Context: an optimization exercise on an open-source flow, tuned for small area, a short achievable clock period and few clock cycles per item. The choices shown serve that exercise and are no tape-out recipe. The RTL was checked by simulation tests, not by an equivalence proof against the original design. Power figures rest on the tool's default switching activity, not on a simulated workload.

File: flow/run.sh
#!/bin/bash
# synth_recipe.tcl (not shown) runs the flow's synth.tcl, then flattens the netlist and writes it again
# the make line also repeats each setting of config.mk as NAME=value (left out here)
make -C /OpenROAD-flow-scripts/flow DESIGN_CONFIG=/design/flow/config.mk WORK_HOME=/design/flow/orfs CLKGATE_MAP_FILE= SYNTH_SCRIPT=/design/flow/synth_recipe.tcl finish
File: flow/config.mk
export PLATFORM = sky130hd
export DESIGN_NAME = packed_array_indexer
export DESIGN_NICKNAME = packed_array_indexer
export VERILOG_FILES = /design/flow/design.v
export SDC_FILE = /design/flow/constraint.sdc
export NUM_CORES = 4
export LEC_CHECK = 0
export CAP_MARGIN = 20
export CORE_MARGIN = 2
export CORE_UTILIZATION = 40
export CTS_BUF_LIST = sky130_fd_sc_hd__clkbuf_16
export CTS_CLUSTER_DIAMETER = 60
export CTS_CLUSTER_SIZE = 24
export PLACE_DENSITY = 0.55
export SETUP_SLACK_MARGIN = 4.0
export SLEW_MARGIN = 20
export SYNTH_HIERARCHICAL = 1
File: flow/constraint.sdc
create_clock -name core_clock -period 7.5 [get_ports {clk}]
set_input_delay 1.5000 -clock core_clock [delete_from_list [all_inputs] [get_ports {clk}]]
set_output_delay 1.5000 -clock core_clock [all_outputs]
set_load 0.01 [all_outputs]
File: flow/design.v
module packed_array_indexer #(
    parameter W        = 64,
    parameter E        = 4,
    parameter CAPACITY = 500,
    parameter IDX_W    = 9
) (
    input  wire             clk,
    input  wire             rst,
    input  wire             req_valid,
    output wire             req_ready,
    input  wire [2:0]       req_op,
    input  wire [IDX_W-1:0] req_index,
    input  wire [W-1:0]     req_value,
    output wire             rsp_valid,
    input  wire             rsp_ready,
    output wire [1:0]       rsp_status,
    output wire             rsp_applied,
    output wire [W-1:0]     rsp_data
);
    localparam EPW       = W / E;                          
    localparam NUM_WORDS = (CAPACITY + EPW - 1) / EPW;     
    localparam [2:0] OP_AT = 3'd0, OP_SET = 3'd1, OP_INC = 3'd2, OP_DEC = 3'd3,
                     OP_SIZE = 3'd4, OP_RDWORD = 3'd5;
    localparam [1:0] ST_OK = 2'b00, ST_INDEX_OUT_OF_RANGE = 2'b01, ST_ILLEGAL_OP = 2'b10;
    reg pending;
    assign req_ready = !pending && !rst;
    assign rsp_valid = pending && !rst;
    wire accept = req_valid && !pending && !rst;
    always @(posedge clk) begin
        if (rst)
            pending <= 1'b0;
        else if (accept)
            pending <= 1'b1;
        else if (rsp_ready)
            pending <= 1'b0;
    end
    reg  [E*CAPACITY-1:0]  mem;
    wire [NUM_WORDS*W-1:0] words;     
    genvar k, s;
    generate
        for (k = 0; k < NUM_WORDS; k = k + 1) begin : g_w
            for (s = 0; s < EPW; s = s + 1) begin : g_s
                if (k * EPW + s < CAPACITY)
                    assign words[k*W + W-E*(s+1) +: E] = mem[E*(k*EPW+s) +: E];
                else
                    assign words[k*W + W-E*(s+1) +: E] = {E{1'b0}};
            end
        end
    endgenerate
    wire        is_rdw  = (req_op == OP_RDWORD);
    wire        elem_ok = req_index < CAPACITY;
    wire        word_ok = req_index < NUM_WORDS;
    wire        op_elem = !req_op[2];                     
    wire        op_wr   = op_elem && (req_op[1:0] != 2'd0);
    wire [NUM_WORDS-1:0] rsel;       
    wire [EPW-1:0]       ssel;       
    pai_decode u_dec (
        .idx(req_index), .is_rdw(is_rdw), .rsel(rsel), .ssel(ssel)
    );
    wire [W-1:0] rword;
    genvar b;
    for (b = 0; b < W; b = b + 1) begin : g_rd
        wire [NUM_WORDS-1:0] col;
        for (k = 0; k < NUM_WORDS; k = k + 1) begin : g_c
            assign col[k] = words[k*W + b];
        end
        pai_andor #(.N(NUM_WORDS)) u_or (.d(col), .sel(rsel), .y(rword[b]));
    end
    wire [E-1:0] cur;
    for (b = 0; b < E; b = b + 1) begin : g_el
        wire [EPW-1:0] col;
        for (k = 0; k < EPW; k = k + 1) begin : g_c
            assign col[k] = rword[W-E*(k+1) + b];
        end
        pai_andor #(.N(EPW)) u_or (.d(col), .sel(ssel), .y(cur[b]));
    end
    wire big    = |req_value[W-1:E];
    wire elem   = op_elem && elem_ok;
    wire m_keep = elem && (req_op[1:0] == 2'd0 || (req_op[1:0] == 2'd1 && big));
    wire m_set  = elem && req_op[1:0] == 2'd1 && !big;
    wire m_inc  = elem && req_op[1:0] == 2'd2;
    wire m_dec  = elem && req_op[1:0] == 2'd3;
    wire m_size = (req_op == OP_SIZE);
    reg  [W-1:0] wq;         
    reg  [E-1:0] cur_q;      
    reg  [E-1:0] val_q;
    reg          keep_q, set_q, inc_q, dec_q, size_q;    
    reg  [3:0]   slot_q;
    reg  [4:0]   widx_q;
    reg          rdw_q;      
    reg  [1:0]   st_q;
    reg          wr_q;       
    always @(posedge clk) begin
        if (accept) begin
            wq     <= rword;
            cur_q  <= cur;
            val_q  <= req_value[E-1:0];
            keep_q <= m_keep;
            set_q  <= m_set;
            inc_q  <= m_inc;
            dec_q  <= m_dec;
            size_q <= m_size;
            slot_q <= req_index[3:0];
            widx_q <= req_index[8:4];
            rdw_q  <= is_rdw && word_ok;
            st_q   <= req_op[2] & req_op[1]          ? ST_ILLEGAL_OP :
                      (op_elem && !elem_ok) ||
                      (is_rdw && !word_ok)           ? ST_INDEX_OUT_OF_RANGE : ST_OK;
        end
    end
    always @(posedge clk) begin
        if (rst)
            wr_q <= 1'b0;
        else if (accept)
            wr_q <= op_wr && elem_ok;
    end
    wire [E-1:0] lo;         
    wire         app;
    pai_exec u_exec (
        .cur(cur_q), .val(val_q),
        .m_keep(keep_q), .m_set(set_q), .m_inc(inc_q), .m_dec(dec_q),
        .m_size(size_q), .res(lo), .app(app)
    );
    assign rsp_status  = st_q;
    assign rsp_applied = app;
    assign rsp_data[W-1:9] = wq[W-1:9] & {(W-9){rdw_q}};
    assign rsp_data[8:4]   = (wq[8:4] & {5{rdw_q}}) | {5{size_q}};
    assign rsp_data[3:0]   = (wq[3:0] & {E{rdw_q}}) | lo;
    reg [W-1:0] mword;
    integer j;
    always @(*) begin
        for (j = 0; j < EPW; j = j + 1)
            mword[W-E*(j+1) +: E] = (slot_q == j) ? lo : wq[W-E*(j+1) +: E];
    end
    wire [W-1:0] wdata = rst ? {W{1'b0}} : mword;
    generate
        for (k = 0; k < NUM_WORDS; k = k + 1) begin : g_wr
            wire wen = rst || (wr_q && widx_q == k);
            for (s = 0; s < EPW; s = s + 1) begin : g_ws
                if (k * EPW + s < CAPACITY) begin : g_e
                    always @(posedge clk)
                        if (wen)
                            mem[E*(k*EPW+s) +: E] <= wdata[W-E*(s+1) +: E];
                end
            end
        end
    endgenerate
endmodule
module pai_decode (
    input  wire [8:0]  idx,
    input  wire        is_rdw,
    output wire [31:0] rsel,
    output wire [15:0] ssel
);
    wire [31:0] sel_elem = 32'd1 << idx[8:4];
    wire [31:0] sel_word = 32'd1 << idx[4:0];
    assign rsel = is_rdw ? sel_word : sel_elem;
    assign ssel = 16'd1 << idx[3:0];
endmodule
module pai_andor #(
    parameter N = 32
) (
    input  wire [N-1:0] d,
    input  wire [N-1:0] sel,
    output wire         y
);
    assign y = |(d & sel);
endmodule
module pai_exec (
    input  wire [3:0] cur,
    input  wire [3:0] val,
    input  wire       m_keep,
    input  wire       m_set,
    input  wire       m_inc,
    input  wire       m_dec,
    input  wire       m_size,
    output wire [3:0] res,
    output wire       app
);
    wire       all1 = &cur;
    wire       all0 = ~|cur;
    wire [3:0] inc = all1 ? cur : cur ^ {&cur[2:0], &cur[1:0], cur[0], 1'b1};
    wire [3:0] dec = all0 ? cur : cur ^ {~|cur[2:0], ~|cur[1:0], ~cur[0], 1'b1};
    assign res = ({4{m_keep}} & cur) | ({4{m_set}} & val) |
                 ({4{m_inc}}  & inc) | ({4{m_dec}} & dec) |
                 {1'b0, m_size, 2'b00};
    assign app = m_set | (m_inc & ~all1) | (m_dec & ~all0);
endmodule
==> out/metrics.cfg, run 1 <==
[die]
coreArea_mm2=0.190
initial_core_util_pct=40.2
rows=160
ios=149
die_h_um=441
dieWidth_um=441
dieArea_mm2=0.194

[sta]
setup_ws_ns=2.91
max_freq_ghz=0.218
relSlewSlack_pct=10.9
period_share_pct=61.2
worstMarginPinSlew_ns=1.33
fin_skew_ns=0.0366
finalMaxSlewViolations=0
setup_viol=0
tns_ns=0
min_period_ns=4.59
hold_viol=0
rsz0062_at_grt=yes

[yosys]
synthCells=3960
ys_top_cells_by_area=edfxtp_1, a22oi_1, nand4_1
synthArstFlopShare_pct=0
synth_seq_area_share_pct=82.3
syn_area_per_cell_um2=19.3
ys_warn_count=7
netlist_area_mm2=0.0763
synth_top_area_share_pct=82.2
yosysUniqueCellTypes=59
synth_seq_cells=2091
synth_top_flop_cell=edfxtp_1
synth_edf_count=2089
synth_top_cell_by_area=edfxtp_1

[route]
via_per_inst=6.39
wl_per_cell_um=37.9
via_count=47185
drtAntennaViolNets=0
routed_wl_um=280000
drcViolationCount=0
firstDrtPassIters=6
drtIter0Drc=6768

[clock_tree]
cts_buffers=137
clk_path_buf_depth=3
tritoncts=done
numClockSinks=2091
path_clk_slew_ns=0.08
cts_hold_buf=0
cts_root_buffer=clkbuf_16
worstSkewPairLatency_ns=0.81
cts.htree.levels=4

[global_route]
grt_max_degree=52
grt_pass1_vias=44257
grt_usage_pct=28.2
grt_pass1_wl_um=376000
antenna_found_initial=6
overflow=0

[finish]
drive_above_1_share_pct=26.8
multi_input_area_mm2=0.0160
final_cells=7389
nNetsFinal=4847
fillers=15469
regArea_mm2=0.0628
area_delta_synth_final_pct=23.6

[critical_path]
r2r-start=cur_q[0]$_DFFE_PP_
crit_start=req_op[0]
worst_setup_path_end_kind=flop
cp_data_required_time_ns=8.04
r2r_cells=11
cp-start-kind=primary input
path_class=in2reg
critPathMaxFanout=7
arrival_ns=5.12

[flow_run]
max_cap_violations=0

[placed_design]
hpwl_um=141000
place.gp.congestion=0.855
place_inst=6811
io_buffers=148
dpl_worst_slack_ns=0.366

[min_path]
hold_path.class=reg2reg
hold_depth=2
worstHoldStart=pending$_SDFFE_PP0P_

[status]
status=finished clean

[power]
ir_worst_vdd_mv=0.250
p_leak_nw=31.6
p_per_area_mw_per_mm2=257

-- registers in the layout (all words and copies together), names as in the netlist, 2 cells and up --
name,cells
cur_q,4
mem,2000
val_q,4
slot_q,4
st_q,2
wq,64
widx_q,5
-- modules after synthesis (local to each module, per instance), excerpt --
module / cell area, µm² / flops+latches / times used / cells inside
packed_array_indexer: 64900 / 2091 / 1 / 2451
pai_exec: 280 / 0 / 1 / 38
pai_decode: 564 / 0 / 1 / 91
-- worst paths after layout --
check / end / slack (ns)
hold reg to reg: pending$_SDFFE_PP0P_ / 0.50
setup reg to reg: mem[1357]$_DFFE_PP_ / 4.01
hold / removal: pending$_SDFFE_PP0P_ / 0.50
setup / recovery: cur_q[0]$_DFFE_PP_ / 2.91
-- through the flow --
stage	util [%]	hold slack, ns	cell area (µm²)	power (mW)
floorplan	-	0.458	76800	14.9
global placement	43.8	0.484	83100	15.8
detailed placement	43.8	0.491	83100	15.9
CTS	48.8	0.493	92600	24.1
global route	49.7	0.544	94300	24.8
finish	49.7	0.497	94300	24.2
-- layout by cell type, fill, tap and decap left out, types with 12 or more instances in the layout --
master              n
or4_4              63
clkbuf_16         151
buf_12             72
a22o_4             12
nor2_1             81
buf_16             46
nand4_1           267
clkdlybuf4s50_1    68
clkinv_4           12
buf_6             117
and2_1             12
nor2_4             48
inv_6              26
and2_4             44
a22oi_2           216
nor4_1             14
buf_2              13
nand2_1            21
nand2_4            15
inv_1              17
a221oi_4           13
mux2i_1            64
buf_8              22
o21ai_4            15
a22oi_1           808
conb_1             48
buf_4             265
edfxtp_1         2089
-- kinds of logic after synthesis --
family	count (synthesis)	synth area share, %
flip-flops	2091	82.3
AO/OA/AOI/OAI	1112	11.5
AND/OR/NAND/NOR	630	4.83
adder cells (fa/ha/maj)	4	0.0656
multiplexers	70	0.956
buffers and inverters	52	0.299
other	1	0.00492
-- worst max-delay path, cell delays in order --
cell and delay (ns):
buf_8 0.09, nand3b_1 0.12, buf_12 0.15, clkinvlp_4 0.18, clkbuf_16 0.21, and3b_2 0.24
o21ai_4 0.18, buf_12 0.17, nor2_4 0.14, buf_12 0.19, a22oi_2 0.14, nand4_1 0.35
or4_4 0.60, a22o_1 0.26, a221oi_4 0.42, nand4_1 0.14
-- routing by layer --
layer | up-vias | track usage (%) | wire, µm
met5 | - | 0 | 13
li1 | 18839 | - | -
met4 | 2 | 14.1 | 16500
met2 | 2898 | 43.5 | 128000
met1 | 24824 | 37.9 | 107000
met3 | 622 | 6.19 | 29400
-- final cells by class --
cell class / instances / share of cell area, %
Antenna cell: 2 / 0.00531
Clock buffer: 141 / 3.74
Clock inverter: 111 / 1.20
Inverter: 10 / 0.0544
Multi-Input combinational cell: 1886 / 16.9
Sequential cell: 2091 / 66.6
Tap cell: 2511 / 3.33
Timing Repair Buffer: 637 / 8.14
-- repair_timing --
action	CTS	global route
buffers inserted	182	64
pin swaps	182	128
resized for setup	648	321
gates cloned	69	7
setup endpoints to repair	639	227
-- cell usage after synthesis, drive strengths merged (2+ instances only) --
master,count
nor2b,4
nor2,119
nand2b,12
nand4,267
and2,56
nor3,23
clkbuf,32
o21ai,19
or4,65
and3,3
o221ai,2
and3b,2
a21oi,5
dfxtp,2
a221oi,17
o31ai,6
a22oi,1024
or2,4
nand3b,2
nor3b,5
nand4b,2
a21o,12
mux2,3
inv,10
ha,4
a31oi,2
mux2i,67
a22o,17
nand2,37
o41ai,2
nand3,7
edfxtp,2089
buf,10
nor4,17
-- report_power, final --
group / total [mW] / internal [mW] / switching, mW
clock network: 8.13 / 3.86 / 4.27
registers: 14.1 / 13.8 / 0.287
logic: 1.93 / 0.586 / 1.34
Testbench counts, summed over its fixed seeds: cycles 64,000, items 32,000.
==> run 2: changes to the inputs <==
--- a/flow/design.v
+++ b/flow/design.v
@@ -58,20 +58,49 @@
         .idx(req_index), .is_rdw(is_rdw), .rsel(rsel), .ssel(ssel)
     );
-    wire [W-1:0] rword;
-    genvar b;
+    wire [W-1:0] rword_n;
+    genvar b, p;
     for (b = 0; b < W; b = b + 1) begin : g_rd
-        wire [NUM_WORDS-1:0] col;
-        for (k = 0; k < NUM_WORDS; k = k + 1) begin : g_c
-            assign col[k] = words[k*W + b];
-        end
-        pai_andor #(.N(NUM_WORDS)) u_or (.d(col), .sel(rsel), .y(rword[b]));
-    end
-    wire [E-1:0] cur;
+        wire [31:0] t;
+        wire [7:0]  o2;
+        wire [3:0]  n3;
+        wire [1:0]  o4;
+        for (p = 0; p < 32; p = p + 1) begin : g_t
+            if (p < 31 || b >= W - E*(CAPACITY - (NUM_WORDS-1)*EPW)) begin : g_w
+                pai_nand2 u (.a(words[p*W + b]), .b(rsel[p]), .y(t[p]));
+            end else begin : g_pad
+                assign t[p] = 1'b1;
+            end
+        end
+        for (p = 0; p < 8; p = p + 1) begin : g_q
+            if (p < 7 || b >= W - E*(CAPACITY - (NUM_WORDS-1)*EPW)) begin : g_4
+                pai_nand4 u (.a(t[4*p]), .b(t[4*p+1]), .c(t[4*p+2]), .d(t[4*p+3]), .y(o2[p]));
+            end else begin : g_3
+                pai_nand3 u (.a(t[4*p]), .b(t[4*p+1]), .c(t[4*p+2]), .y(o2[p]));
+            end
+        end
+        for (p = 0; p < 4; p = p + 1) begin : g_r
+            pai_nor2 u (.a(o2[2*p]), .b(o2[2*p+1]), .y(n3[p]));
+        end
+        for (p = 0; p < 2; p = p + 1) begin : g_s
+            pai_nand2 u (.a(n3[2*p]), .b(n3[2*p+1]), .y(o4[p]));
+        end
+        pai_nor2 u_y (.a(o4[0]), .b(o4[1]), .y(rword_n[b]));
+    end
+    wire [EPW-1:0] ssel_n = ~ssel;
+    wire [E-1:0]   cur_n;
     for (b = 0; b < E; b = b + 1) begin : g_el
-        wire [EPW-1:0] col;
-        for (k = 0; k < EPW; k = k + 1) begin : g_c
-            assign col[k] = rword[W-E*(k+1) + b];
-        end
-        pai_andor #(.N(EPW)) u_or (.d(col), .sel(ssel), .y(cur[b]));
+        wire [15:0] u1;
+        wire [7:0]  n2;
+        wire [1:0]  o3;
+        for (p = 0; p < 16; p = p + 1) begin : g_t
+            pai_nor2 u (.a(rword_n[W-E*(p+1) + b]), .b(ssel_n[p]), .y(u1[p]));
+        end
+        for (p = 0; p < 8; p = p + 1) begin : g_p
+            pai_nor2 u (.a(u1[2*p]), .b(u1[2*p+1]), .y(n2[p]));
+        end
+        for (p = 0; p < 2; p = p + 1) begin : g_q
+            pai_nand4 u (.a(n2[4*p]), .b(n2[4*p+1]), .c(n2[4*p+2]), .d(n2[4*p+3]), .y(o3[p]));
+        end
+        pai_nor2 u_y (.a(o3[0]), .b(o3[1]), .y(cur_n[b]));
     end
     wire big    = |req_value[W-1:E];
@@ -82,6 +111,6 @@
     wire m_dec  = elem && req_op[1:0] == 2'd3;
     wire m_size = (req_op == OP_SIZE);
-    reg  [W-1:0] wq;         
-    reg  [E-1:0] cur_q;      
+    reg  [W-1:0] wq_n;       
+    reg  [E-1:0] cur_n_q;    
     reg  [E-1:0] val_q;
     reg          keep_q, set_q, inc_q, dec_q, size_q;    
@@ -93,6 +122,6 @@
     always @(posedge clk) begin
         if (accept) begin
-            wq     <= rword;
-            cur_q  <= cur;
+            wq_n   <= rword_n;
+            cur_n_q <= cur_n;
             val_q  <= req_value[E-1:0];
             keep_q <= m_keep;
@@ -118,5 +147,5 @@
     wire         app;
     pai_exec u_exec (
-        .cur(cur_q), .val(val_q),
+        .cur(~cur_n_q), .val(val_q),
         .m_keep(keep_q), .m_set(set_q), .m_inc(inc_q), .m_dec(dec_q),
         .m_size(size_q), .res(lo), .app(app)
@@ -124,4 +153,5 @@
     assign rsp_status  = st_q;
     assign rsp_applied = app;
+    wire [W-1:0] wq = ~wq_n;
     assign rsp_data[W-1:9] = wq[W-1:9] & {(W-9){rdw_q}};
     assign rsp_data[8:4]   = (wq[8:4] & {5{rdw_q}}) | {5{size_q}};
@@ -158,12 +188,15 @@
     assign ssel = 16'd1 << idx[3:0];
 endmodule
-module pai_andor #(
-    parameter N = 32
-) (
-    input  wire [N-1:0] d,
-    input  wire [N-1:0] sel,
-    output wire         y
-);
-    assign y = |(d & sel);
+module pai_nand3 (input wire a, b, c, output wire y);
+    assign y = ~(a & b & c);
+endmodule
+module pai_nand4 (input wire a, b, c, d, output wire y);
+    assign y = ~(a & b & c & d);
+endmodule
+module pai_nor2 (input wire a, b, output wire y);
+    assign y = ~(a | b);
+endmodule
+module pai_nand2 (input wire a, b, output wire y);
+    assign y = ~(a & b);
 endmodule
 module pai_exec (
@@ -178,11 +211,28 @@
     output wire       app
 );
-    wire       all1 = &cur;
-    wire       all0 = ~|cur;
-    wire [3:0] inc = all1 ? cur : cur ^ {&cur[2:0], &cur[1:0], cur[0], 1'b1};
-    wire [3:0] dec = all0 ? cur : cur ^ {~|cur[2:0], ~|cur[1:0], ~cur[0], 1'b1};
+    reg [3:0] inc, dec;      
+    always @(*) begin
+        case (cur)
+            4'd0:  begin inc = 4'd1;  dec = 4'd0;  end
+            4'd1:  begin inc = 4'd2;  dec = 4'd0;  end
+            4'd2:  begin inc = 4'd3;  dec = 4'd1;  end
+            4'd3:  begin inc = 4'd4;  dec = 4'd2;  end
+            4'd4:  begin inc = 4'd5;  dec = 4'd3;  end
+            4'd5:  begin inc = 4'd6;  dec = 4'd4;  end
+            4'd6:  begin inc = 4'd7;  dec = 4'd5;  end
+            4'd7:  begin inc = 4'd8;  dec = 4'd6;  end
+            4'd8:  begin inc = 4'd9;  dec = 4'd7;  end
+            4'd9:  begin inc = 4'd10; dec = 4'd8;  end
+            4'd10: begin inc = 4'd11; dec = 4'd9;  end
+            4'd11: begin inc = 4'd12; dec = 4'd10; end
+            4'd12: begin inc = 4'd13; dec = 4'd11; end
+            4'd13: begin inc = 4'd14; dec = 4'd12; end
+            4'd14: begin inc = 4'd15; dec = 4'd13; end
+            default: begin inc = 4'd15; dec = 4'd14; end
+        endcase
+    end
     assign res = ({4{m_keep}} & cur) | ({4{m_set}} & val) |
                  ({4{m_inc}}  & inc) | ({4{m_dec}} & dec) |
                  {1'b0, m_size, 2'b00};
-    assign app = m_set | (m_inc & ~all1) | (m_dec & ~all0);
-endmodule
+    assign app = m_set | (m_inc & ~&cur) | (m_dec & |cur);
+endmodule
==> out/metrics.cfg, run 2 <==
[status]
status=finished clean

[yosys]
synth_edf_count=2089
synth_top_family_by_area=simple AND/OR/NAND/NOR gates
synth_xor_area_share_pct=0
muxShareOfSynthArea_pct=0.158
netlist_area_mm2=0.0785
synth_seq_area_share_pct=80.0
synth_top_cell_by_area=edfxtp_1
synth_top_area_share_pct=79.9
synth_top_flop_cell=edfxtp_1
synthTopCellsByCount=nand2_1, edfxtp_1, nor2_1, nand4_1, a211oi_1
ys_top_cells_by_area=edfxtp_1, nand2_1, nand4_1
synthAdderAreaFrac_pct=0.0957
synth_seq_cells=2091
yosysMostFrequentCell=nand2_1
synthCells=5673
synthArstFlopShare_pct=0
ys_warn_count=8
yosys.area_share.simple_pct=18.2
syn_area_per_cell_um2=13.8
synth-compound-area-share_pct=1.15
yosysUniqueCellTypes=55

[power]
intPower_mw=18.3
p_leak_nw=33.9
p_comb_share_pct=7.7
pwr-share-clk_pct=34.4
pwr-share-seq_pct=57.9
p_per_area_mw_per_mm2=252
ir_worst_vdd_mv=0.193
switching_power_mw=5.97
p_sw_share_pct=24.6

[placed_design]
hpwl_um=145000
place_inst=8591
io_buffers=148
dpl_worst_slack_ns=1.01
place.gp.congestion=0.860

[sta]
fin_skew_ns=0.0480
hold_viol=0
max_freq_ghz=0.218
relSlewSlack_pct=18.7
min_period_ns=4.59
setup_viol=0
rsz0062_at_grt=yes
period_share_pct=61.2
worstMarginPinSlew_ns=1.22
setup_ws_ns=2.91
tns_ns=0
finalMaxSlewViolations=0

[route]
drcViolationCount=0
routed_wl_um=288000
firstDrtPassIters=8
wl_per_cell_um=31.5
drtIter0Drc=6934
via_count=52107
drtAntennaViolNets=0
via_per_inst=5.70

[clock_tree]
path_clk_slew_ns=0.10
numClockSinks=2091
cts_root_buffer=clkbuf_16
cts_hold_buf=0
cts_buffers=137
worstSkewPairLatency_ns=0.83
tritoncts=done
cts.htree.levels=4
clk_path_buf_depth=3

[finish]
most-common-layout-cells=nand2_1, edfxtp_1, nand4_1
area_delta_synth_final_pct=22.4
final_cells=9140
final_common_cell=nand2_1
drive_above_1_share_pct=18.1
top_regs=mem x2000, wq_n x64, widx_q x5
regMostFlops=mem
nNetsFinal=6487
largest_reg_flops=2000

[die]
ios=149
initial_core_util_pct=40.2
dieArea_mm2=0.200
rows=162
dieWidth_um=447
die_h_um=447
coreArea_mm2=0.195

[critical_path]
worst_setup_path_end_kind=output pin
path_class=reg2out
cp_data_required_time_ns=6.00
cp-start-kind=flop
arrival_ns=3.09
critPathMaxFanout=3

[global_route]
grt_max_degree=65
grt_pass1_vias=47858
antenna_found_initial=4
overflow=0
grt_usage_pct=27.4
grt_pass1_wl_um=379000

[min_path]
hold_path.class=reg2reg

[flow_run]
max_cap_violations=0

==> run 2: through the flow <==
stage	area (µm²)	utilization, %	power, mW	hold WS, ns
finish	96100	49.3	24.2	0.541
global route	96100	49.3	24.8	0.561
CTS	93900	48.2	24.1	0.541
detailed placement	85800	44.0	15.8	0.497
global placement	85800	44.0	15.8	0.489
floorplan	78800	-	14.9	0.458
==> run 2: path summary, 6_finish.rpt <==
path                                      startpoint              endpoint  slack, ns  cells after the start
worst min register to register  pending$_SDFFE_PP0P_  pending$_SDFFE_PP0P_       0.54                      2
worst min-delay path            pending$_SDFFE_PP0P_  pending$_SDFFE_PP0P_       0.54                      2
worst max-delay path            cur_n_q[1]$_DFFE_PP_           rsp_data[2]       2.91                      9
worst max register to register   widx_q[3]$_DFFE_PP_    mem[402]$_DFFE_PP_       3.88                      5
==> run 2: repair_timing <==
| item | 4_1_cts | 5_1_grt |
|---|---|---|
| cloned | 27 | 20 |
| setup buffers | 177 | 64 |
| endpoints found under the setup margin | 566 | 387 |
| resized for setup | 638 | 255 |
| pin swaps | 112 | 122 |
==> run 2: per-module statistics from Yosys (local to each module, per instance), a selection <==
module	flops+latches	copies in the design	cells inside	cell area, µm²
pai_nand3	0	48	1	5.00
pai_exec	0	1	40	309
pai_nor2	0	420	1	3.75
packed_array_indexer	2091	1	2474	64800
pai_decode	0	1	91	564
pai_nand4	0	472	1	6.26
==> run 2: metal layers <==
layer | global-route usage (%) | wire length (µm) | vias to the layer above
li1 | - | - | 22072
met1 | 35.6 | 108000 | 26500
met2 | 44.3 | 133000 | 2853
met3 | 4.30 | 27000 | 676
met4 | 14.8 | 19900 | 6
met5 | 0 | 35 | -
==> run 2: power by group through the flow <==
stage	clock network (mW)	registers [mW]	logic (mW)
5_1_grt	8.79	14.1	1.92
6_report	8.33	14.0	1.87
4_1_cts	8.40	14.0	1.71
3_5_place_dp	0	14.3	1.50
3_3_place_gp	0	14.3	1.50
2_1_floorplan	0	14.2	0.661
==> run 2: cell families after synthesis <==
| family | count (synthesis) |
|---|---|
| buffers and inverters | 76 |
| adders and majority gates | 6 |
| DFF | 2091 |
| AOI/OAI and AO/OA | 122 |
| and+or+nand+nor | 3369 |
| muxes | 9 |
==> run 2: layout make-up <==
| class | count | area [µm²] |
|---|---|---|
| antenna | 5 | 12.5 |
| multi-input combinational | 3519 | 17900 |
| clock buffer | 142 | 3550 |
| tap | 2624 | 3280 |
| timing repair buffer | 613 | 7200 |
| inverter | 39 | 171 |
| sequential | 2091 | 62800 |
| clock inverter | 107 | 1230 |
| fill | 16512 | 98900 |
==> run 2: critical path, stage by stage (launching register included) <==
cell	delay, ns
edfxtp_1	0.55
inv_2	0.18
buf_6	0.12
ha_4	0.13
mux2i_1	0.21
a21boi_1	0.09
a2111o_1	0.44
buf_12	0.17
a21o_4	0.22
buf_6	0.13
Testbench counts of run 2, summed over its fixed seeds: cycles 64,000, items 32,000.
==> run 3: changes to the inputs <==
--- a/flow/design.v
+++ b/flow/design.v
@@ -144,11 +144,12 @@
             wr_q <= op_wr && elem_ok;
     end
-    wire [E-1:0] lo;         
+    wire [E-1:0] res_n;      
     wire         app;
     pai_exec u_exec (
-        .cur(~cur_n_q), .val(val_q),
-        .m_keep(keep_q), .m_set(set_q), .m_inc(inc_q), .m_dec(dec_q),
-        .m_size(size_q), .res(lo), .app(app)
+        .n(cur_n_q), .keep(keep_q), .set(set_q), .inc(inc_q), .dec(dec_q),
+        .res_n(res_n), .app(app)
     );
+    wire [E-1:0] sv_n = ~(val_q & {E{set_q}});         
+    wire [E-1:0] lo   = ~(res_n & sv_n);               
     assign rsp_status  = st_q;
     assign rsp_applied = app;
@@ -156,5 +157,10 @@
     assign rsp_data[W-1:9] = wq[W-1:9] & {(W-9){rdw_q}};
     assign rsp_data[8:4]   = (wq[8:4] & {5{rdw_q}}) | {5{size_q}};
-    assign rsp_data[3:0]   = (wq[3:0] & {E{rdw_q}}) | lo;
+    wire [E-1:0] rw_n   = ~(wq[3:0] & {E{rdw_q}});
+    wire         size_n = ~size_q;
+    pai_nand3 u_d0 (.a(res_n[0]), .b(sv_n[0]), .c(rw_n[0]), .y(rsp_data[0]));
+    pai_nand3 u_d1 (.a(res_n[1]), .b(sv_n[1]), .c(rw_n[1]), .y(rsp_data[1]));
+    pai_nand4 u_d2 (.a(res_n[2]), .b(sv_n[2]), .c(rw_n[2]), .d(size_n), .y(rsp_data[2]));
+    pai_nand3 u_d3 (.a(res_n[3]), .b(sv_n[3]), .c(rw_n[3]), .y(rsp_data[3]));
     reg [W-1:0] mword;
     integer j;
@@ -191,4 +197,10 @@
     assign y = ~(a & b & c);
 endmodule
+module pai_inv (input wire a, output wire y);
+    assign y = ~a;
+endmodule
+module pai_nor4 (input wire a, b, c, d, output wire y);
+    assign y = ~(a | b | c | d);
+endmodule
 module pai_nand4 (input wire a, b, c, d, output wire y);
     assign y = ~(a & b & c & d);
@@ -201,38 +213,77 @@
 endmodule
 module pai_exec (
-    input  wire [3:0] cur,
-    input  wire [3:0] val,
-    input  wire       m_keep,
-    input  wire       m_set,
-    input  wire       m_inc,
-    input  wire       m_dec,
-    input  wire       m_size,
-    output wire [3:0] res,
+    input  wire [3:0] n,
+    input  wire       keep,
+    input  wire       set,
+    input  wire       inc,
+    input  wire       dec,
+    output wire [3:0] res_n,
     output wire       app
 );
-    reg [3:0] inc, dec;      
-    always @(*) begin
-        case (cur)
-            4'd0:  begin inc = 4'd1;  dec = 4'd0;  end
-            4'd1:  begin inc = 4'd2;  dec = 4'd0;  end
-            4'd2:  begin inc = 4'd3;  dec = 4'd1;  end
-            4'd3:  begin inc = 4'd4;  dec = 4'd2;  end
-            4'd4:  begin inc = 4'd5;  dec = 4'd3;  end
-            4'd5:  begin inc = 4'd6;  dec = 4'd4;  end
-            4'd6:  begin inc = 4'd7;  dec = 4'd5;  end
-            4'd7:  begin inc = 4'd8;  dec = 4'd6;  end
-            4'd8:  begin inc = 4'd9;  dec = 4'd7;  end
-            4'd9:  begin inc = 4'd10; dec = 4'd8;  end
-            4'd10: begin inc = 4'd11; dec = 4'd9;  end
-            4'd11: begin inc = 4'd12; dec = 4'd10; end
-            4'd12: begin inc = 4'd13; dec = 4'd11; end
-            4'd13: begin inc = 4'd14; dec = 4'd12; end
-            4'd14: begin inc = 4'd15; dec = 4'd13; end
-            default: begin inc = 4'd15; dec = 4'd14; end
-        endcase
-    end
-    assign res = ({4{m_keep}} & cur) | ({4{m_set}} & val) |
-                 ({4{m_inc}}  & inc) | ({4{m_dec}} & dec) |
-                 {1'b0, m_size, 2'b00};
-    assign app = m_set | (m_inc & ~&cur) | (m_dec & |cur);
-endmodule
+    wire [3:0] c;
+    wire all1, nall1, nz, z012n, dec_n, d3z, set_n, ai, ad;
+    pai_inv u_c0 (.a(n[0]), .y(c[0]));
+    pai_inv u_c1 (.a(n[1]), .y(c[1]));
+    pai_inv u_c2 (.a(n[2]), .y(c[2]));
+    pai_inv u_c3 (.a(n[3]), .y(c[3]));
+    pai_nor4 u_all1 (.a(n[0]), .b(n[1]), .c(n[2]), .d(n[3]), .y(all1));
+    pai_nand4 u_nall1 (.a(c[0]), .b(c[1]), .c(c[2]), .d(c[3]), .y(nall1));
+    pai_nand4 u_nz (.a(n[0]), .b(n[1]), .c(n[2]), .d(n[3]), .y(nz));
+    pai_inv u_decn (.a(dec), .y(dec_n));
+    pai_nor4 u_d3z (.a(dec_n), .b(c[0]), .c(c[1]), .d(c[2]), .y(d3z));
+    wire [5:0] t0;
+    pai_nand2 u_t0_0 (.a(keep), .b(c[0]), .y(t0[0]));
+    pai_nand2 u_t0_1 (.a(inc), .b(n[0]), .y(t0[1]));
+    pai_nand2 u_t0_2 (.a(inc), .b(all1), .y(t0[2]));
+    pai_nand3 u_t0_3 (.a(dec), .b(n[0]), .c(c[1]), .y(t0[3]));
+    pai_nand3 u_t0_4 (.a(dec), .b(n[0]), .c(c[2]), .y(t0[4]));
+    pai_nand3 u_t0_5 (.a(dec), .b(n[0]), .c(c[3]), .y(t0[5]));
+    wire g0_0;
+    pai_nand4 u_g0_0 (.a(t0[0]), .b(t0[1]), .c(t0[2]), .d(t0[3]), .y(g0_0));
+    wire g0_1;
+    pai_nand2 u_g0_1 (.a(t0[4]), .b(t0[5]), .y(g0_1));
+    pai_nor2 u_o0 (.a(g0_0), .b(g0_1), .y(res_n[0]));
+    wire [6:0] t1;
+    pai_nand2 u_t1_0 (.a(keep), .b(c[1]), .y(t1[0]));
+    pai_nand3 u_t1_1 (.a(inc), .b(c[0]), .c(n[1]), .y(t1[1]));
+    pai_nand3 u_t1_2 (.a(inc), .b(n[0]), .c(c[1]), .y(t1[2]));
+    pai_nand2 u_t1_3 (.a(inc), .b(all1), .y(t1[3]));
+    pai_nand3 u_t1_4 (.a(dec), .b(c[0]), .c(c[1]), .y(t1[4]));
+    pai_nand4 u_t1_5 (.a(dec), .b(n[0]), .c(n[1]), .d(c[2]), .y(t1[5]));
+    pai_nand4 u_t1_6 (.a(dec), .b(n[0]), .c(n[1]), .d(c[3]), .y(t1[6]));
+    wire g1_0;
+    pai_nand4 u_g1_0 (.a(t1[0]), .b(t1[1]), .c(t1[2]), .d(t1[3]), .y(g1_0));
+    wire g1_1;
+    pai_nand3 u_g1_1 (.a(t1[4]), .b(t1[5]), .c(t1[6]), .y(g1_1));
+    pai_nor2 u_o1 (.a(g1_0), .b(g1_1), .y(res_n[1]));
+    wire [7:0] t2;
+    pai_nand2 u_t2_0 (.a(keep), .b(c[2]), .y(t2[0]));
+    pai_nand3 u_t2_1 (.a(inc), .b(n[0]), .c(c[2]), .y(t2[1]));
+    pai_nand3 u_t2_2 (.a(inc), .b(n[1]), .c(c[2]), .y(t2[2]));
+    pai_nand4 u_t2_3 (.a(inc), .b(c[0]), .c(c[1]), .d(n[2]), .y(t2[3]));
+    pai_nand2 u_t2_4 (.a(inc), .b(all1), .y(t2[4]));
+    pai_nand3 u_t2_5 (.a(dec), .b(c[0]), .c(c[2]), .y(t2[5]));
+    pai_nand3 u_t2_6 (.a(dec), .b(c[1]), .c(c[2]), .y(t2[6]));
+    pai_nand2 u_t2_7 (.a(d3z), .b(c[3]), .y(t2[7]));
+    wire g2_0;
+    pai_nand4 u_g2_0 (.a(t2[0]), .b(t2[1]), .c(t2[2]), .d(t2[3]), .y(g2_0));
+    wire g2_1;
+    pai_nand4 u_g2_1 (.a(t2[4]), .b(t2[5]), .c(t2[6]), .d(t2[7]), .y(g2_1));
+    pai_nor2 u_o2 (.a(g2_0), .b(g2_1), .y(res_n[2]));
+    wire [5:0] t3;
+    pai_nand2 u_t3_0 (.a(keep), .b(c[3]), .y(t3[0]));
+    pai_nand2 u_t3_1 (.a(inc), .b(c[3]), .y(t3[1]));
+    pai_nand4 u_t3_2 (.a(inc), .b(c[0]), .c(c[1]), .d(c[2]), .y(t3[2]));
+    pai_nand3 u_t3_3 (.a(dec), .b(c[0]), .c(c[3]), .y(t3[3]));
+    pai_nand3 u_t3_4 (.a(dec), .b(c[1]), .c(c[3]), .y(t3[4]));
+    pai_nand3 u_t3_5 (.a(dec), .b(c[2]), .c(c[3]), .y(t3[5]));
+    wire g3_0;
+    pai_nand4 u_g3_0 (.a(t3[0]), .b(t3[1]), .c(t3[2]), .d(t3[3]), .y(g3_0));
+    wire g3_1;
+    pai_nand2 u_g3_1 (.a(t3[4]), .b(t3[5]), .y(g3_1));
+    pai_nor2 u_o3 (.a(g3_0), .b(g3_1), .y(res_n[3]));
+    pai_inv u_setn (.a(set), .y(set_n));
+    pai_nand2 u_ai (.a(inc), .b(nall1), .y(ai));
+    pai_nand2 u_ad (.a(dec), .b(nz), .y(ad));
+    pai_nand3 u_app (.a(set_n), .b(ai), .c(ad), .y(app));
+endmodule
--- a/flow/config.mk
+++ b/flow/config.mk
@@ -9,9 +9,9 @@
 export CORE_MARGIN = 2
 export CORE_UTILIZATION = 40
-export CTS_BUF_LIST = sky130_fd_sc_hd__clkbuf_16
-export CTS_CLUSTER_DIAMETER = 60
-export CTS_CLUSTER_SIZE = 24
+export CTS_BUF_LIST = sky130_fd_sc_hd__clkbuf_8
+export CTS_CLUSTER_DIAMETER = 40
+export CTS_CLUSTER_SIZE = 16
 export PLACE_DENSITY = 0.55
-export SETUP_SLACK_MARGIN = 4.0
+export SETUP_SLACK_MARGIN = 4.1
 export SLEW_MARGIN = 20
 export SYNTH_HIERARCHICAL = 1
==> out/metrics.cfg, run 3 <==
[status]
status=finished clean

[critical_path]
r2r_slack_ns=4.13
path_class=reg2out
cp_top_family=simple AND/OR/NAND/NOR gates
path_depth=6
arrival_ns=2.61
r2r_cells=9
r2r-start=cur_n_q[1]$_DFFE_PP_
cp_data_required_time_ns=6.00
cpPeakStageDelay_ns=0.55
cp-start-kind=flop
critPathMaxFanout=8
path_buf_inv=2
cp-endpoint=rsp_data[3]
r2r-end=mem[860]$_DFFE_PP_
worst_setup_path_end_kind=output pin
cp_cell_sequence=inv_2, nand3_1, nand4_1, nor2_2, nand3_4, clkdlybuf4s15_2
crit_start=cur_n_q[3]$_DFFE_PP_
crit_slowest_cell=edfxtp_1

[finish]
nNetsFinal=6655
drive_above_1_share_pct=21.0
area_delta_synth_final_pct=24.6
final_common_cell=nand2_1
most-common-layout-cells=nand2_1, edfxtp_1, nand4_1
regMostFlops=mem
largest_reg_flops=2000
post-route-util_pct=50.1
top_regs=mem x2000, wq_n x64, widx_q x5

[placed_design]
io_buffers=148
place.gp.congestion=0.877
hpwl_um=153000

[sta]
rsz0062_at_grt=yes
period_share_pct=54.9
setup_viol=0
relSlewSlack_pct=28.3
hold_viol=0
min_period_ns=4.11
tns_ns=0
max_freq_ghz=0.243
finalMaxSlewViolations=0
fin_skew_ns=0.0960
worstMarginPinSlew_ns=1.08

[die]
dieArea_mm2=0.199
ios=149
rows=162
coreArea_mm2=0.195
dieWidth_um=446
initial_core_util_pct=40.2
die_h_um=446

[global_route]
overflow=0
grt_max_degree=65
grt_pass1_wl_um=391000
busiest_layer=met2
use_met3_pct=6.23
grt_usage_pct=28.3
use_met2_pct=44.7
antenna_found_initial=12
grt_pass1_vias=50094
use_met1_pct=36.8

[yosys]
synth_top_flop_cell=edfxtp_1
synth_top_cell_by_area=edfxtp_1
syn_area_per_cell_um2=13.8
ys_warn_count=7
ys_top_cells_by_area=edfxtp_1, nand2_1, nand4_1
synth_seq_cells=2091
synthTopCellsByCount=nand2_1, edfxtp_1, nor2_1, nand4_1, nand3_1
synthCells=5681
yosysMostFrequentCell=nand2_1
synth_top_area_share_pct=80.2
netlist_area_mm2=0.0782
synth_seq_area_share_pct=80.2
synthArstFlopShare_pct=0
yosysUniqueCellTypes=46
synth_edf_count=2089

[route]
routed_wl_um=287000
via_count=53382
wl_per_cell_um=30.8
drtAntennaViolNets=0
firstDrtPassIters=5
drcViolationCount=0
via_per_inst=5.71
drtIter0Drc=6609

[clock_tree]
cts_hold_buf=0
path_clk_slew_ns=0.07
cts_buffers=302
clk_path_buf_depth=4
cts_root_buffer=clkbuf_8
tritoncts=done
cts.htree.levels=5
worstSkewPairLatency_ns=1.09
numClockSinks=2091

[flow_run]
max_cap_violations=0

[min_path]
hold_depth=2
hold_path.class=reg2reg

[power]
p_per_area_mw_per_mm2=264
ir_worst_vdd_mv=0.214
p_leak_nw=34.7

==> run 3: cells by family after synthesis <==
family	after synthesis	share of synthesized area, %
and+or+nand+nor	3422	18.4
DFF	2091	80.2
AOI/OAI and AO/OA	102	0.955
buffers and inverters	60	0.334
muxes	6	0.114
==> run 3: worst min path at each step <==
stage | start | endpoint | slack (ns)
after floorplan | pending$_SDFFE_PP0P_ | pending$_SDFFE_PP0P_ | 0.46
after global placement | pending$_SDFFE_PP0P_ | pending$_SDFFE_PP0P_ | 0.48
after detailed placement | pending$_SDFFE_PP0P_ | pending$_SDFFE_PP0P_ | 0.49
after CTS | pending$_SDFFE_PP0P_ | pending$_SDFFE_PP0P_ | 0.50
after global routing | pending$_SDFFE_PP0P_ | pending$_SDFFE_PP0P_ | 0.53
final | pending$_SDFFE_PP0P_ | pending$_SDFFE_PP0P_ | 0.50
==> run 3: where the power goes <==
group          total, mW  switching, mW  leakage (nW)  internal (mW)
clock               9.87           4.85          3.31           5.02
sequential          14.1          0.247          21.2           13.8
combinational       1.87           1.39          10.2          0.484
==> run 3: worst min-delay path, cell delays in order, from the launching register on <==
cell     delay (ns)
dfxtp_1        0.32
nand2_2        0.07
o21ai_0        0.07
==> run 3: layout make-up <==
class / count / area (µm²)
sequential: 2091 / 62800
inverter: 30 / 141
multi-input combinational: 3534 / 17600
clock inverter: 221 / 2180
tap: 2542 / 3180
timing repair buffer: 614 / 7370
antenna: 5 / 12.5
timing repair inverter: 2 / 23.8
clock buffer: 309 / 4250
fill: 16497 / 97100
==> run 3: through the flow <==
stage	setup WS [ns]	hold WS (ns)	instance area [µm²]	power, mW	std cells
finish	3.39	0.502	97500	25.8	9348
global route	3.34	0.531	97500	26.5	9345
CTS	3.33	0.501	96400	25.8	9301
detailed placement	0.690	0.495	85800	15.8	8559
global placement	0.688	0.482	85700	15.8	8556
floorplan	3.16	0.458	78600	14.9	5681
==> run 3: routing by layer <==
metal | part of all wire (%) | up-vias
met3 | 10 | 768
met2 | 46 | 3242
li1 | - | 22540
met4 | 6.1 | 6
met1 | 38 | 26826
met5 | 0.016 | -
==> run 3: what timing repair did <==
action                                  CTS  global route
cloned                                   34             5
pin swaps                               163           117
endpoints found under the setup margin  411           209
resized for setup                       779           166
buffers inserted                        178            33
==> run 3: modules after synthesis (local to each module, per instance), excerpt <==
module                cell area, µm²  copies in the design  flip-flops and latches  cells inside
pai_nand4                       6.26                   484                       0             1
pai_inv                         3.75                     6                       0             1
pai_nand2                       3.75                  2142                       0             1
pai_nor2                        3.75                   424                       0             1
packed_array_indexer           64600                     1                    2091          2466
pai_nor4                        12.5                     2                       0             1
pai_decode                       564                     1                       0            91
pai_nand3                       5.00                    66                       0             1
Testbench counts of run 3, summed over its fixed seeds: cycles 64,000, items 32,000.
==> run 4: changes to the inputs <==
--- a/flow/config.mk
+++ b/flow/config.mk
@@ -8,9 +8,9 @@
 export CAP_MARGIN = 20
 export CORE_MARGIN = 2
-export CORE_UTILIZATION = 40
-export CTS_BUF_LIST = sky130_fd_sc_hd__clkbuf_8
-export CTS_CLUSTER_DIAMETER = 40
-export CTS_CLUSTER_SIZE = 16
-export PLACE_DENSITY = 0.55
+export CORE_UTILIZATION = 44
+export CTS_BUF_LIST = sky130_fd_sc_hd__clkbuf_16
+export CTS_CLUSTER_DIAMETER = 60
+export CTS_CLUSTER_SIZE = 24
+export PLACE_DENSITY = 0.58
 export SETUP_SLACK_MARGIN = 4.1
 export SLEW_MARGIN = 20
==> out/metrics.cfg, run 4 <==
[status]
status=finished clean

[route]
via_per_inst=5.95
wl_per_cell_um=31.8
drtAntennaViolNets=0
drcViolationCount=0
firstDrtPassIters=8
routed_wl_um=285000
drtIter0Drc=7657
via_count=53287

[flow_run]
max_cap_violations=0

[finish]
area_delta_synth_final_pct=25.1
largest_reg_flops=2000
top_regs=mem x2000, wq_n x64, widx_q x5
final_common_cell=edfxtp_1
nNetsFinal=6591
fin_area_mm2=0.0979
regMostFlops=mem
most-common-layout-cells=edfxtp_1, nand2_1, nand4_1
drive_above_1_share_pct=22.2

[die]
die_h_um=426
dieWidth_um=426
dieArea_mm2=0.181
ios=149
initial_core_util_pct=44.3
coreArea_mm2=0.176
rows=154

[critical_path]
cp_data_required_time_ns=8.17
worst_setup_path_end_kind=flop
cpMostUsedCell=buf_6
critPathMaxFanout=16
cp_cell_sequence=buf_6, buf_12, nand3b_1, buf_6, clkinvlp_4, buf_6, buf_16, mux2_4, o21ai_4, buf_6, nor2_1, buf_6, nand2_1, nand4_1, nor2_1, nand2_1, nor2_4, nor2_1, nor2_2, nand4_1, nor2_1
crit_slowest_cell=mux2_4
cpPeakStageDelay_ns=0.34
arrival_ns=4.89
cp-start-kind=primary input
path_class=in2reg

[sta]
min_period_ns=4.23
period_share_pct=56.4
worstMarginPinSlew_ns=1.21
fin_skew_ns=0.0332
worst_hold_slack_ns=0.503
max_freq_ghz=0.237
relSlewSlack_pct=19.2
tns_ns=0
finalMaxSlewViolations=0
rsz0062_at_grt=yes
hold_viol=0
setup_viol=0
setup_ws_ns=3.27

[global_route]
busiest_layer=met2
use_met2_pct=46.5
grt_pass1_wl_um=383000
grt_usage_pct=30.5
antenna_found_initial=15
overflow=0
grt_max_degree=52
use_met3_pct=6.86
use_met1_pct=40.5
grt_pass1_vias=48603

[clock_tree]
cts_root_buffer=clkbuf_16
worstSkewPairLatency_ns=0.83
cts_hold_buf=0
cts_buffers=136
numClockSinks=2091
path_clk_slew_ns=0.08
cts.htree.levels=4
tritoncts=done
clk_path_buf_depth=3

[yosys]
synth_edf_count=2089
synth_top_cell_by_area=edfxtp_1
syn_area_per_cell_um2=13.8
ys_top_cells_by_area=edfxtp_1, nand2_1, nand4_1
synthCells=5681
yosysUniqueCellTypes=46
synthArstFlopShare_pct=0
synth_top_flop_cell=edfxtp_1
synthTopCellsByCount=nand2_1, edfxtp_1, nor2_1, nand4_1, nand3_1
netlist_area_mm2=0.0782
synth_seq_cells=2091
synth_top_area_share_pct=80.2
ys_warn_count=7
yosysMostFrequentCell=nand2_1
synth_seq_area_share_pct=80.2

[power]
power_mw=24.1
p_leak_nw=34.8
ir_worst_vdd_mv=0.244
p_per_area_mw_per_mm2=246

[placed_design]
place.gp.congestion=0.921
hpwl_um=151000
dpl_worst_slack_ns=0.805
io_buffers=148
place_area_mm2=0.0856

[min_path]
hold_path.class=reg2reg

[run 4: changes by cell type in the layout (fill, tap and decap cells not counted), sizes merged, moves of 5 or more]
cell / change
clkinvlp: -15
clkinv: -47
bufinv: -21
buf: +92
clkbuf: -160
clkdlybuf4s15: -6
dlygate4sd2: +5
inv: -33
[run 4: layout make-up]
| type | instances | area (µm²) |
|---|---|---|
| multi-input combinational | 3535 | 18300 |
| clock buffer | 140 | 3500 |
| sequential | 2091 | 62800 |
| timing repair buffer | 715 | 9060 |
| clock inverter | 105 | 1150 |
| timing repair inverter | 2 | 32.5 |
| tap | 2340 | 2930 |
| fill | 14112 | 78600 |
| antenna | 5 | 12.5 |
| inverter | 30 | 155 |
[run 4: cells by family (layout without fill, tap and decap cells)]
| group | Yosys count | count (layout) | share of synthesized area (%) |
|---|---|---|---|
| AND/OR/NAND/NOR | 3422 | 3424 | 18.4 |
| flip-flops | 2091 | 2091 | 80.2 |
| AO/OA/AOI/OAI | 102 | 105 | 0.955 |
| buffers and inverters | 60 | 992 | 0.334 |
| multiplexers | 6 | 6 | 0.114 |
| other | 0 | 5 | 0 |
[run 4: report_power, final]
group / leakage (nW) / switching (mW) / internal [mW] / total [mW]
combinational: 11.4 / 1.41 / 0.522 / 1.93
sequential: 21.2 / 0.255 / 13.8 / 14.1
clock: 2.26 / 4.26 / 3.84 / 8.11
total: 34.8 / 5.93 / 18.2 / 24.1
[run 4: per-module statistics from Yosys, one instance, submodules excluded, excerpt]
module | flip-flops and latches | cells | times used | area [µm²]
pai_nand3 | 0 | 1 | 66 | 5.00
packed_array_indexer | 2091 | 2466 | 1 | 64600
pai_nor2 | 0 | 1 | 424 | 3.75
pai_nand4 | 0 | 1 | 484 | 6.26
pai_nor4 | 0 | 1 | 2 | 12.5
pai_inv | 0 | 1 | 6 | 3.75
pai_decode | 0 | 91 | 1 | 564
pai_nand2 | 0 | 1 | 2142 | 3.75
[run 4: critical path: cells and delay by family]
family	cells	cell delay, ns
AOI/OAI and AO/OA	1	0.14
buffers and inverters	8	1.23
muxes	1	0.34
and+or+nand+nor	11	1.67
[run 4: timing repair]
item / in CTS / in global routing
pin swaps: 255 / 278
setup buffers: 203 / 65
gates resized for setup: 955 / 330
endpoints found under the setup margin: 922 / 627
endpoints found under the hold margin: 0 / 0
cloned: 57 / 15
[run 4: metrics by stage]
step,util (%),cells
2_1_floorplan,-,5681
3_3_place_gp,48.4,8368
3_5_place_dp,48.5,8372
4_1_cts,54.2,8877
5_1_grt,55.5,8961
6_report,55.5,8963
[run 4: layer usage]
metal / wire (µm) / vias to the layer above
met5: 78 / -
met4: 18800 / 12
met3: 32800 / 714
met2: 129000 / 3454
met1: 105000 / 26773
li1: - / 22334
[run 4: path summary, 6_finish.rpt]
check / start / end / slack [ns] / depth (start not counted)
max: req_op[0] / cur_n_q[1]$_DFFE_PP_ / 3.27 / 21
min: pending$_SDFFE_PP0P_ / pending$_SDFFE_PP0P_ / 0.50 / 2
max reg2reg: cur_n_q[0]$_DFFE_PP_ / mem[990]$_DFFE_PP_ / 3.59 / 10
min reg2reg: pending$_SDFFE_PP0P_ / pending$_SDFFE_PP0P_ / 0.50 / 2
==> run 5: changes to the inputs <==
--- a/flow/design.v
+++ b/flow/design.v
@@ -104,4 +104,12 @@
         pai_nor2 u_y (.a(o3[0]), .b(o3[1]), .y(cur_n[b]));
     end
+    wire [E-1:0] cur;
+    wire         all1, z012, nz;
+    for (b = 0; b < E; b = b + 1) begin : g_ci
+        pai_inv u (.a(cur_n[b]), .y(cur[b]));
+    end
+    pai_nor4  u_all1 (.a(cur_n[0]), .b(cur_n[1]), .c(cur_n[2]), .d(cur_n[3]), .y(all1));
+    pai_nor3  u_z012 (.a(cur[0]), .b(cur[1]), .c(cur[2]), .y(z012));
+    pai_nand4 u_nz   (.a(cur_n[0]), .b(cur_n[1]), .c(cur_n[2]), .d(cur_n[3]), .y(nz));
     wire big    = |req_value[W-1:E];
     wire elem   = op_elem && elem_ok;
@@ -113,4 +121,6 @@
     reg  [W-1:0] wq_n;       
     reg  [E-1:0] cur_n_q;    
+    reg  [E-1:0] cur_q;      
+    reg          all1_q, z012_q, nz_q;    
     reg  [E-1:0] val_q;
     reg          keep_q, set_q, inc_q, dec_q, size_q;    
@@ -124,4 +134,8 @@
             wq_n   <= rword_n;
             cur_n_q <= cur_n;
+            cur_q  <= cur;
+            all1_q <= all1;
+            z012_q <= z012;
+            nz_q   <= nz;
             val_q  <= req_value[E-1:0];
             keep_q <= m_keep;
@@ -147,5 +161,6 @@
     wire         app;
     pai_exec u_exec (
-        .n(cur_n_q), .keep(keep_q), .set(set_q), .inc(inc_q), .dec(dec_q),
+        .c(cur_q), .n(cur_n_q), .all1(all1_q), .z012(z012_q), .nz(nz_q),
+        .keep(keep_q), .set(set_q), .inc(inc_q), .dec(dec_q),
         .res_n(res_n), .app(app)
     );
@@ -200,4 +215,7 @@
     assign y = ~a;
 endmodule
+module pai_nor3 (input wire a, b, c, output wire y);
+    assign y = ~(a | b | c);
+endmodule
 module pai_nor4 (input wire a, b, c, d, output wire y);
     assign y = ~(a | b | c | d);
@@ -213,5 +231,9 @@
 endmodule
 module pai_exec (
+    input  wire [3:0] c,
     input  wire [3:0] n,
+    input  wire       all1,
+    input  wire       z012,
+    input  wire       nz,
     input  wire       keep,
     input  wire       set,
@@ -221,15 +243,6 @@
     output wire       app
 );
-    wire [3:0] c;
-    wire all1, nall1, nz, z012n, dec_n, d3z, set_n, ai, ad;
-    pai_inv u_c0 (.a(n[0]), .y(c[0]));
-    pai_inv u_c1 (.a(n[1]), .y(c[1]));
-    pai_inv u_c2 (.a(n[2]), .y(c[2]));
-    pai_inv u_c3 (.a(n[3]), .y(c[3]));
-    pai_nor4 u_all1 (.a(n[0]), .b(n[1]), .c(n[2]), .d(n[3]), .y(all1));
-    pai_nand4 u_nall1 (.a(c[0]), .b(c[1]), .c(c[2]), .d(c[3]), .y(nall1));
-    pai_nand4 u_nz (.a(n[0]), .b(n[1]), .c(n[2]), .d(n[3]), .y(nz));
-    pai_inv u_decn (.a(dec), .y(dec_n));
-    pai_nor4 u_d3z (.a(dec_n), .b(c[0]), .c(c[1]), .d(c[2]), .y(d3z));
+    wire nall1, set_n, ai, ad;
+    pai_inv u_nall1 (.a(all1), .y(nall1));
     wire [5:0] t0;
     pai_nand2 u_t0_0 (.a(keep), .b(c[0]), .y(t0[0]));
@@ -265,5 +278,5 @@
     pai_nand3 u_t2_5 (.a(dec), .b(c[0]), .c(c[2]), .y(t2[5]));
     pai_nand3 u_t2_6 (.a(dec), .b(c[1]), .c(c[2]), .y(t2[6]));
-    pai_nand2 u_t2_7 (.a(d3z), .b(c[3]), .y(t2[7]));
+    pai_nand3 u_t2_7 (.a(dec), .b(z012), .c(c[3]), .y(t2[7]));
     wire g2_0;
     pai_nand4 u_g2_0 (.a(t2[0]), .b(t2[1]), .c(t2[2]), .d(t2[3]), .y(g2_0));
==> out/metrics.cfg, run 5 <==
[status]
status=finished clean

[sta]
setup_viol=0
hold_viol=0
fin_skew_ns=0.0463
tns_ns=0
period_share_pct=58.6
rsz0062_at_grt=yes
worstMarginPinSlew_ns=1.20
finalMaxSlewViolations=0
min_period_ns=4.39
relSlewSlack_pct=19.6
worst_hold_slack_ns=0.522
max_freq_ghz=0.228
setup_ws_ns=3.11

[critical_path]
cpPeakStageDelay_ns=0.33
critPathMaxFanout=46
crit_slowest_cell=mux2_4
cp_top_family=simple AND/OR/NAND/NOR gates
cp_cell_sequence=buf_6, buf_6, nand3b_1, clkinvlp_4, buf_6, mux2_4, o21ai_4, buf_12, nor2_4, buf_12, nand2_1, nand4_1, nor2_1, nand2_2, nor2_4, nor2_2, nor2_2, nand4_1, nor2_4, nand4_1
r2r-start=widx_q[1]$_DFFE_PP_
cp-start-kind=primary input
arrival_ns=4.95
crit_start=req_op[1]
cp_data_required_time_ns=8.05
worst_setup_path_end_kind=flop
path_buf_inv=6
path_class=in2reg

[global_route]
antenna_found_initial=7
grt_max_degree=65
grt_pass1_wl_um=381000
grt_usage_pct=30.3
grt_pass1_vias=48469
overflow=0

[route]
via_per_inst=5.97
drcViolationCount=0
wl_per_cell_um=32.3
routed_wl_um=289000
drtIter0Drc=7598
firstDrtPassIters=8
via_count=53342
drtAntennaViolNets=0

[flow_run]
max_cap_violations=0

[yosys]
netlist_area_mm2=0.0784
syn_area_per_cell_um2=13.8
ys_warn_count=7
synthCells=5686

[finish]
most-common-layout-cells=edfxtp_1, nand2_1, nand4_1
area_delta_synth_final_pct=24.5
nNetsFinal=6553
final_cells=8933
top_regs=mem x2000, wq_n x64, widx_q x5
post-route-util_pct=55.2
regMostFlops=mem
final_common_cell=edfxtp_1
drive_above_1_share_pct=20.5
largest_reg_flops=2000

[die]
coreArea_mm2=0.177
dieArea_mm2=0.182
rows=154
initial_core_util_pct=44.4
dieWidth_um=426
die_h_um=426
ios=149

[clock_tree]
clk_path_buf_depth=3
path_clk_slew_ns=0.08
cts_root_buffer=clkbuf_16
cts_buffers=137
cts_hold_buf=0
numClockSinks=2097
worstSkewPairLatency_ns=0.82
tritoncts=done
cts.htree.levels=4

[min_path]
hold_path.class=reg2reg
worstHoldStart=pending$_SDFFE_PP0P_

[placed_design]
io_buffers=148
hpwl_um=149000
place.gp.congestion=0.896
place_inst=8336
dpl_worst_slack_ns=0.718

[power]
ir_worst_vdd_mv=0.267
p_leak_nw=34.7
p_per_area_mw_per_mm2=249

run 5: metal layers:
| layer | GRT usage (%) | vias to the layer above | part of all wire [%] |
|---|---|---|---|
| met1 | 40.2 | 26898 | 37 |
| met4 | 17.4 | 2 | 7.0 |
| li1 | - | 22292 | - |
| met3 | 6.13 | 720 | 11 |
| met5 | 0 | - | 0.0045 |
| met2 | 46.8 | 3430 | 45 |
run 5: worst paths after layout:
| check | slack, ns | cells past startpoint | endpoint |
|---|---|---|---|
| setup / recovery | 3.11 | 20 | nz_q$_DFFE_PP_ |
| hold / removal | 0.52 | 2 | pending$_SDFFE_PP0P_ |
| setup reg to reg | 4.12 | 4 | mem[1451]$_DFFE_PP_ |
| hold reg to reg | 0.52 | 2 | pending$_SDFFE_PP0P_ |
run 5: what timing repair did:
| action | 4_1_cts | 5_1_grt |
|---|---|---|
| pin swaps | 198 | 211 |
| endpoints found under the setup margin | 254 | 361 |
| setup buffers | 186 | 71 |
| resized for setup | 819 | 362 |
| gates cloned | 49 | 27 |
run 5: area by class of cell:
cell class                 count  area, µm²
fill                       13902      79100
inverter                      30        131
multi-input combinational   3538      18000
antenna                        8       20.0
tap                         2340       2930
timing repair inverter         1       7.51
sequential                  2097      63000
clock inverter               108       1200
clock buffer                 143       3580
timing repair buffer         668       8780
run 5: where the power goes:
part | leakage, nW | internal, mW | switching [mW]
clock | 2.35 | 3.98 | 4.29
combinational | 11.1 | 0.534 | 1.42
sequential | 21.3 | 13.8 | 0.263
run 5: worst register-to-register path, cell delays in order (launching register included):
cell and delay [ns]:
edfxtp_1 0.59, nor2b_1 0.42, nand3_1 0.42, o21ai_4 0.68, buf_4 0.84
run 5: stage by stage:
step                total power [mW]  area, µm²
finish                          24.3      97600
global route                    24.9      97600
CTS                             24.2      94800
detailed placement              15.9      85400
global placement                15.8      85300
floorplan                       15.0      78800
Testbench counts of run 5, summed over its fixed seeds: cycles 64,000, items 32,000.
==> run 6: changes to the inputs <==
--- a/flow/config.mk
+++ b/flow/config.mk
@@ -8,9 +8,9 @@
 export CAP_MARGIN = 20
 export CORE_MARGIN = 2
-export CORE_UTILIZATION = 44
-export CTS_BUF_LIST = sky130_fd_sc_hd__clkbuf_16
-export CTS_CLUSTER_DIAMETER = 60
-export CTS_CLUSTER_SIZE = 24
-export PLACE_DENSITY = 0.58
+export CORE_UTILIZATION = 40
+export CTS_BUF_LIST = sky130_fd_sc_hd__clkbuf_8
+export CTS_CLUSTER_DIAMETER = 40
+export CTS_CLUSTER_SIZE = 16
+export PLACE_DENSITY = 0.55
 export SETUP_SLACK_MARGIN = 4.1
 export SLEW_MARGIN = 20
==> out/metrics.cfg, run 6 <==
[status]
status=finished clean

[finish]
top_regs=mem x2000, wq_n x64, widx_q x5
fillers=16670
nNetsFinal=6638
most-common-layout-cells=nand2_1, edfxtp_1, nand4_1
area_delta_synth_final_pct=23.9
post-route-util_pct=49.9
final_common_cell=nand2_1
largest_reg_flops=2000
regMostFlops=mem
drive_above_1_share_pct=21.1

[critical_path]
critPathMaxFanout=5
cp-start-kind=primary input
path_class=in2reg
worst_setup_path_end_kind=flop
cp_data_required_time_ns=8.32
arrival_ns=4.93
crit_slowest_cell=nand4_1
crit_start=req_op[2]
cpPeakStageDelay_ns=0.31
cpMostUsedCell=buf_6
r2r-start=widx_q[2]$_DFFE_PP_

[clock_tree]
path_clk_slew_ns=0.09
cts.htree.levels=5
cts_buffers=304
numClockSinks=2097
tritoncts=done
cts_hold_buf=0
worstSkewPairLatency_ns=1.07
cts_root_buffer=clkbuf_8
clk_path_buf_depth=4

[die]
coreArea_mm2=0.195
die_h_um=447
rows=162
initial_core_util_pct=40.3
dieWidth_um=447
ios=149
dieArea_mm2=0.200

[power]
pwr-share-clk_pct=38.4
p_leak_nw=34.5
p_sw_share_pct=25.1
pwr-share-seq_pct=54.4
p_per_area_mw_per_mm2=266
ir_worst_vdd_mv=0.204
switching_power_mw=6.50
p_comb_share_pct=7.1
intPower_mw=19.4

[route]
firstDrtPassIters=6
drcViolationCount=0
routed_wl_um=276000
drtIter0Drc=6521
via_per_inst=5.59
via_count=52553
drtAntennaViolNets=0
wl_per_cell_um=29.4

[placed_design]
io_buffers=148
place.gp.congestion=0.897
hpwl_um=151000

[global_route]
grt_usage_pct=27.4
grt_pass1_vias=49822
grt_pass1_wl_um=382000
overflow=0
antenna_found_initial=11
grt_max_degree=53

[yosys]
synthCells=5686
syn_area_per_cell_um2=13.8
ys_warn_count=7
netlist_area_mm2=0.0784

[sta]
finalMaxSlewViolations=0
max_freq_ghz=0.243
rsz0062_at_grt=yes
tns_ns=0
min_period_ns=4.11
worstMarginPinSlew_ns=1.12
hold_viol=0
fin_skew_ns=0.103
relSlewSlack_pct=25.6
setup_viol=0
period_share_pct=54.8

[flow_run]
max_cap_violations=0

[min_path]
hold_path.class=reg2reg
worstHoldStart=pending$_SDFFE_PP0P_

[run 6: metal layers]
| metal | up-vias | track usage, % | wire length, µm |
|---|---|---|---|
| li1 | 22504 | - | - |
| met1 | 26582 | 36.1 | 107000 |
| met2 | 2752 | 43.4 | 129000 |
| met3 | 705 | 5.02 | 24500 |
| met4 | 10 | 13.9 | 15600 |
| met5 | - | 0 | 72 |
[run 6: timing repair]
| item | in CTS | in global routing |
|---|---|---|
| resized for setup | 754 | 170 |
| endpoints found under the setup margin | 357 | 229 |
| pin swaps | 189 | 117 |
| cloned | 32 | 4 |
| buffers inserted | 162 | 34 |
[run 6: metrics by stage]
stage	setup slack, ns	hold WS, ns	area, µm²	instances	total power, mW
finish	3.39	0.521	97200	9406	25.9
global route	3.34	0.551	97200	9406	26.6
CTS	3.34	0.501	96100	9366	25.9
detailed placement	0.585	0.490	86000	8643	15.9
global placement	0.578	0.490	85900	8640	15.9
floorplan	3.05	0.458	78800	5686	15.0
[run 6: final cells by class]
class	count	area, µm²	area share, %
antenna	1	2.50	0.00258
clock buffer	309	4250	4.38
clock inverter	220	2220	2.29
inverter	30	135	0.139
multi-input combinational	3536	17600	18.1
sequential	2097	63000	64.8
tap	2624	3280	3.38
timing repair buffer	588	6730	6.92
timing repair inverter	1	16.3	0.0167
[run 6: power groups by stage]
| stage | clock network (mW) | logic, mW | registers (mW) |
|---|---|---|---|
| 3_3_place_gp | 0 | 1.52 | 14.3 |
| 4_1_cts | 10.1 | 1.75 | 14.1 |
| 3_5_place_dp | 0 | 1.53 | 14.3 |
| 2_1_floorplan | 0 | 0.661 | 14.3 |
| 5_1_grt | 10.6 | 1.91 | 14.2 |
| 6_report | 9.95 | 1.85 | 14.1 |
[run 6: path summary, 6_finish.rpt]
check                         endpoint  slack [ns]  cells after the start
setup reg to reg    mem[815]$_DFFE_PP_        4.18                      4
hold reg to reg   pending$_SDFFE_PP0P_        0.52                      2
hold / removal    pending$_SDFFE_PP0P_        0.52                      2
setup / recovery        nz_q$_DFFE_PP_        3.39                     25
[run 6: worst max-delay path: cells and delay by family]
| kind | cells | cell delay [ns] |
|---|---|---|
| AO/OA/AOI/OAI | 1 | 0.11 |
| buffers and inverters | 11 | 1.41 |
| multiplexers | 1 | 0.20 |
| AND/OR/NAND/NOR | 12 | 1.67 |

==> re-timing with driven ports <==
How much do the figures lean on ideal ports? The routed layouts below were timed once more, with nothing changed but the port constraints. Step 1 sets driving cells, clkbuf_16 on the clock port and buf_2 on the other inputs (assumed; they add their load-dependent delay and slew). Step 2 moves the port delays by t, midway between the first and last clock arrival at a register: inputs arrive t later, outputs are due t later. That takes back most of the time a late clock gives input paths. Three values: no drivers, after step 1, after step 2; two values: the first two.
| run | t (ns) | setup slack, ns | clock arrival spread, ns | slew at the worst register clock pin (ns) | cell pins on the clock port's net |
|---|---|---|---|---|---|
| run 1 | 0.875 | 2.911 / 2.940 / 2.065 | 0.037 / 0.037 | 0.10 / 0.10 | 1 |
| run 2 | 0.895 | 2.912 / 2.827 / 2.717 | 0.053 / 0.052 | 0.10 / 0.10 | 1 |
| run 3 | 1.118 | 3.386 / 3.306 / 2.549 | 0.103 / 0.103 | 0.09 / 0.09 | 1 |
| run 4 | 0.893 | 3.273 / 3.193 / 2.318 | 0.043 / 0.043 | 0.09 / 0.09 | 1 |
| run 5 | 0.881 | 3.107 / 3.157 / 2.277 | 0.055 / 0.055 | 0.10 / 0.10 | 1 |
| run 6 | 1.105 | 3.390 / 3.390 / 2.329 | 0.109 / 0.109 | 0.09 / 0.09 | 1 |
After both steps setup and hold are still met in every run listed. The setup slack of run 6, which loses most, moves by 0.000 ns with the drivers and by -1.061 ns with both steps.
